Context: an optimization exercise on an open-source flow, tuned for small area and a short achievable clock period. The choices shown serve that exercise and are no tape-out recipe. In this exercise RTL edits were held to simulation tests only and were not proved equivalent to the original. Power is estimated from default activity; no workload was simulated.

// hpf
module hpf (
    input  wire        clk,
    input  wire        rst,           
    input  wire        op_valid,
    output wire        op_ready,
    input  wire [3:0]  op_sel,
    input  wire [7:0]  op_cmd,        
    input  wire [7:0]  op_plen,       
    input  wire [8:0]  op_flen,       
    input  wire [15:0] op_alg,        
    input  wire        pl_valid,
    input  wire [7:0]  pl_data,
    output wire        pl_ready,
    output wire        tx_valid,
    output wire [7:0]  tx_data,
    input  wire        tx_ready,
    input  wire        rx_valid,
    input  wire        rx_timeout,
    input  wire [7:0]  rx_data,
    output wire        rx_ready,
    output reg         done,
    output wire        busy,
    output reg  [2:0]  session,
    output wire [15:0] mode,
    output reg         mode_valid,
    output reg  [2:0]  res_kind,
    output reg         fb_valid,
    output wire [8:0]  fb_len,
    output reg         info_valid,
    output wire [7:0]  info_n,
    output reg  [15:0] info_pkt,
    output reg  [15:0] info_id,
    output reg  [7:0]  det_count,
    output reg  [3:0]  err_cause,
    output reg  [8:0]  err_len,
    output reg         close_strobe,
    output reg         det_valid,
    output wire [7:0]  det_kind,
    output wire [15:0] det_ax,
    output wire [15:0] det_ay,
    output wire [15:0] det_bx,
    output wire [15:0] det_by
);
    localparam [3:0] OP_OPEN = 4'h1, OP_SEND = 4'h2, OP_READ_FRAME = 4'h3,
                     OP_READ_RESP = 4'h4, OP_KNOCK = 4'h5, OP_SET_MODE = 4'h6,
                     OP_POLL = 4'h7, OP_CLOSE = 4'h8;
    localparam [2:0] SS_UNINIT = 3'd0, SS_CONN = 3'd1, SS_MODESET = 3'd2,
                     SS_POLLING = 3'd3, SS_CLOSED = 3'd4;
    localparam [2:0] RK_NONE = 3'd0, RK_DONE = 3'd1, RK_FRAME = 3'd2,
                     RK_ACK = 3'd3, RK_SINGLE = 3'd4, RK_DET = 3'd5;
    localparam [3:0] E_NONE = 4'd0, E_TIMEOUT = 4'd1, E_BAD_PREFIX = 4'd2, E_BAD_CSUM = 4'd3,
  ...
Size: roughly 850 cells after synthesis, roughly 210 flip-flops, ~250 I/O pins.
Settings: LEC_CHECK=0, CAP_MARGIN=20, CORE_MARGIN=2, CORE_UTILIZATION=40, CTS_BUF_LIST=sky130_fd_sc_hd__clkbuf_8, SETUP_SLACK_MARGIN=3.5, SLEW_MARGIN=20; clock period 6.0 ns.
standard.sh (not shown) runs the stock make flow with config.mk's settings and CLKGATE_MAP_FILE= SYNTH_SCRIPT=/design/flow/synth_recipe.tcl, a recipe that flattens the netlist after the stock synthesis.
==> flow/flow/run.sh <==
#!/bin/bash
# The standard layout, except that the buffers put on the ports are buf_1 cells
# (the standard flow picks clkdlybuf4s50_1, a delay cell almost three times larger).
set -euo pipefail
bash standard.sh "BUFFER_PORTS_ARGS=-buffer_cell sky130_fd_sc_hd__buf_1" finish > standard_flow.log 2>&1
Next try:
--- a/flow/design.v
+++ b/flow/design.v
@@ -53,15 +53,15 @@
                      E_UNEXPECTED_CMD = 4'd8, E_BAD_STATE = 4'd9, E_CONTRACT = 4'd10;
     localparam [7:0] C_REQUEST = 8'h20, C_INFO = 8'h29, C_BLOCK = 8'h2A,
                      C_ARROW = 8'h2B, C_KNOCK = 8'h2C, C_SET_ALG = 8'h2D,
                      C_OK = 8'h2E;
     reg        busy_r, ordy_r;
     reg        st_admit, st_tx, st_rx, st_chk, st_fin;
-    reg        tx_valid_r, tx_new, pl_ready_r;
+    reg        tx_valid_r, pl_ready_r;
     reg        rx_ready_r, rq_v;
-    reg        o_open, o_send, o_rdfr, o_rdrs, o_knock, o_setm, o_poll, o_close;
+    reg [3:0]  sel_q;
     reg        alg_big;             
     reg [2:0]  alg_q;
     reg [2:0]  ph;                  
     reg [7:0]  tx_data_r;
     reg [7:0]  sum;                 
     reg        rq_t;
@@ -87,17 +87,24 @@
     assign det_kind = {7'b0010101, c_b0};
     assign det_ax   = {sb[1], sb[0]};
     assign det_ay   = {sb[3], sb[2]};
     assign det_bx   = {sb[5], sb[4]};
     assign det_by   = {sb[7], sb[6]};
     wire accept   = ordy_r && op_valid;
+    wire o_open   = (sel_q == OP_OPEN);
+    wire o_send   = (sel_q == OP_SEND);
+    wire o_rdfr   = (sel_q == OP_READ_FRAME);
+    wire o_rdrs   = (sel_q == OP_READ_RESP);
+    wire o_knock  = (sel_q == OP_KNOCK);
+    wire o_setm   = (sel_q == OP_SET_MODE);
+    wire o_poll   = (sel_q == OP_POLL);
+    wire o_close  = (sel_q == OP_CLOSE);
     wire o_resp   = o_rdrs || o_poll;
     wire o_ack    = o_knock || o_setm;
     wire o_txop   = o_send || o_knock || o_setm || o_poll;
-    wire reserved = !(o_open || o_send || o_rdfr || o_rdrs || o_knock || o_setm ||
-                      o_poll || o_close);
+    wire reserved = (sel_q == 4'h0) || (sel_q > OP_CLOSE);
     wire s_uninit = (session == SS_UNINIT);
     wire s_act    = (session == SS_CONN) || (session == SS_MODESET) || (session == SS_POLLING);
     wire s_mp     = (session == SS_MODESET) || (session == SS_POLLING);
     wire state_ok = o_open ? s_uninit : o_poll ? s_mp : s_act;
     wire args_bad = (o_rdfr && ((len < 9'd6) || (len > 9'd261))) || (o_setm && alg_big);
     wire refuse   = reserved || !state_ok || args_bad;
@@ -172,13 +179,12 @@
             st_admit     <= 1'b0;
             st_tx        <= 1'b0;
             st_rx        <= 1'b0;
             st_chk       <= 1'b0;
             st_fin       <= 1'b0;
             tx_valid_r   <= 1'b0;
-            tx_new       <= 1'b0;
             pl_ready_r   <= 1'b0;
             rx_ready_r   <= 1'b0;
             rq_v         <= 1'b0;
             done         <= 1'b0;
             session      <= SS_UNINIT;
             mode_valid   <= 1'b0;
@@ -197,13 +203,12 @@
             st_tx      <= (adm_ok && o_txop) || (st_tx && !tx_end);
             st_rx      <= rd_start || (st_rx && !(rq_v && (rq_t || lastq)));
             st_chk     <= rx_done;
             st_fin     <= fin_ev;
             done       <= st_fin;
             tx_valid_r <= (tx_valid_r && !tx_ready) || tx_load || (pl_ready_r && pl_valid);
-            tx_new     <= tx_load || (pl_ready_r && pl_valid);
             pl_ready_r <= (pl_ready_r && !pl_valid) || tx_req_pl;
             rq_v       <= rx_ready_r && rx_valid;
             rx_ready_r <= (rx_ready_r && !rx_valid) || rd_start ||
                           (st_rx && rq_v && !rq_t && !lastq);
             close_strobe <= adm_ok && o_close;
             det_valid    <= det_ev;
@@ -233,21 +238,14 @@
                              st_chk   ? chk_cause : E_NONE;
                 err_len   <= (st_chk && chk_err) ? len : 9'd0;
             end
         end
     end
     always @(posedge clk) begin
-        if (!busy_r) begin
-            o_open   <= (op_sel == OP_OPEN);
-            o_send   <= (op_sel == OP_SEND);
-            o_rdfr   <= (op_sel == OP_READ_FRAME);
-            o_rdrs   <= (op_sel == OP_READ_RESP);
-            o_knock  <= (op_sel == OP_KNOCK);
-            o_setm   <= (op_sel == OP_SET_MODE);
-            o_poll   <= (op_sel == OP_POLL);
-            o_close  <= (op_sel == OP_CLOSE);
+        if (ordy_r) begin
+            sel_q    <= op_sel;
             alg_big  <= (op_alg[15:3] != 13'd0) || (op_alg[2:0] == 3'd7);
             alg_q    <= op_alg[2:0];
             case (op_sel)
                 OP_SEND:     idx <= {1'b0, op_cmd};
                 OP_KNOCK:    idx <= {1'b0, C_KNOCK};
                 OP_SET_MODE: idx <= {1'b0, C_SET_ALG};
@@ -261,13 +259,13 @@
         if (pl_ready_r)
             tx_data_r <= pl_data;
         else if (tx_load)
             tx_data_r <= nb;
         if ((!st_tx && !st_rx) || (st_tx && ph == 3'd6 && !tx_valid_r))
             sum <= 8'd0;
-        else if (tx_new)
+        else if (tx_valid_r && tx_ready)
             sum <= sum + tx_data_r;
         else if (rq_v)
             sum <= sum + rq_d;
         if (accept && op_sel == OP_READ_FRAME)
             len <= op_flen;
         else if (st_admit && o_resp)
@@ -277,26 +275,26 @@
         if (rd_resp)
             more <= 1'b0;
         else if (st_chk && chk_cont)
             more <= 1'b1;
         if (rx_ready_r && rx_valid)
             rq_d <= rx_data;
-        else if (!busy_r)
+        else if (ordy_r)
             rq_d <= (op_sel == OP_SEND) ? op_plen : (op_sel == OP_SET_MODE) ? 8'd2 : 8'd0;
         else if (tx_idle && tx_pay)
             rq_d <= rq_d - 8'd1;
         rq_t  <= rx_timeout;
         lastq <= (idx + 9'd1 == len);
         dlast <= (det_count + 8'd1 == info_pkt[7:0]);
         if (!st_rx) begin
             pfx_bad <= 1'b0;
         end else if (rq_v) begin
             if (idx < 9'd3 && rq_d != pfx_byte)
                 pfx_bad <= 1'b1;
         end
-        if (!busy_r)
+        if (ordy_r)
             ;    
         else if (st_rx) begin
             if (rq_v)
                 idx <= idx + 9'd1;
         end else if (!((st_admit && o_txop) || (st_tx && ph != 3'd6)))
             idx <= 9'd0;
=>
- via count came out lower by 2.0%
- clock power falls by about 10%
- utilization goes up by 0.22 points
- flip-flop and latch count falls by 5
- hold slack hardly moves
- global-route usage increases by 0.37 points
- clock-buffer cell count grows by 4
- setup slack is worse by 0.20 ns
- synthesized area came out lower by 0.63%
- routed wire length grows by 0.72%
- clock skew went down by 0.0063 ns
- register-to-register slack is worse by 0.08 ns
- die area goes down by 0.62%
- design area stays flat

-- separate check: timing with driven ports --
The flow's constraints put no driver on any port. The routed layouts listed below were extracted and timed again, unchanged, in two steps. Step 1 assumes that a clkbuf_16 drives the clock port and a buf_2 every other input. Step 2 moves the port delays by t, midway between the first and last clock arrival at a register: inputs arrive t later, outputs are due t later. That takes back most of the time a late clock gives input paths. Slacks: ideal / step 1 / step 2; pairs: ideal / step 1.
| run | t, ns | slack for setup (ns) | hold slack, ns | worst setup path after step 2 | clock arrival spread, ns |
|---|---|---|---|---|---|
| the first run | 0.554 | 3.579 / 3.539 / 3.138 | 0.444 / 0.444 / 0.444 | input to register | 0.023 / 0.023 |
| the second run | 0.569 | 3.380 / 3.380 / 2.811 | 0.443 / 0.443 / 0.443 | input to register | 0.017 / 0.017 |
After both steps every run listed still meets setup and hold. For the second run, which loses most, drivers alone change the setup slack by 0.000 ns; drivers and shift together by -0.569 ns.
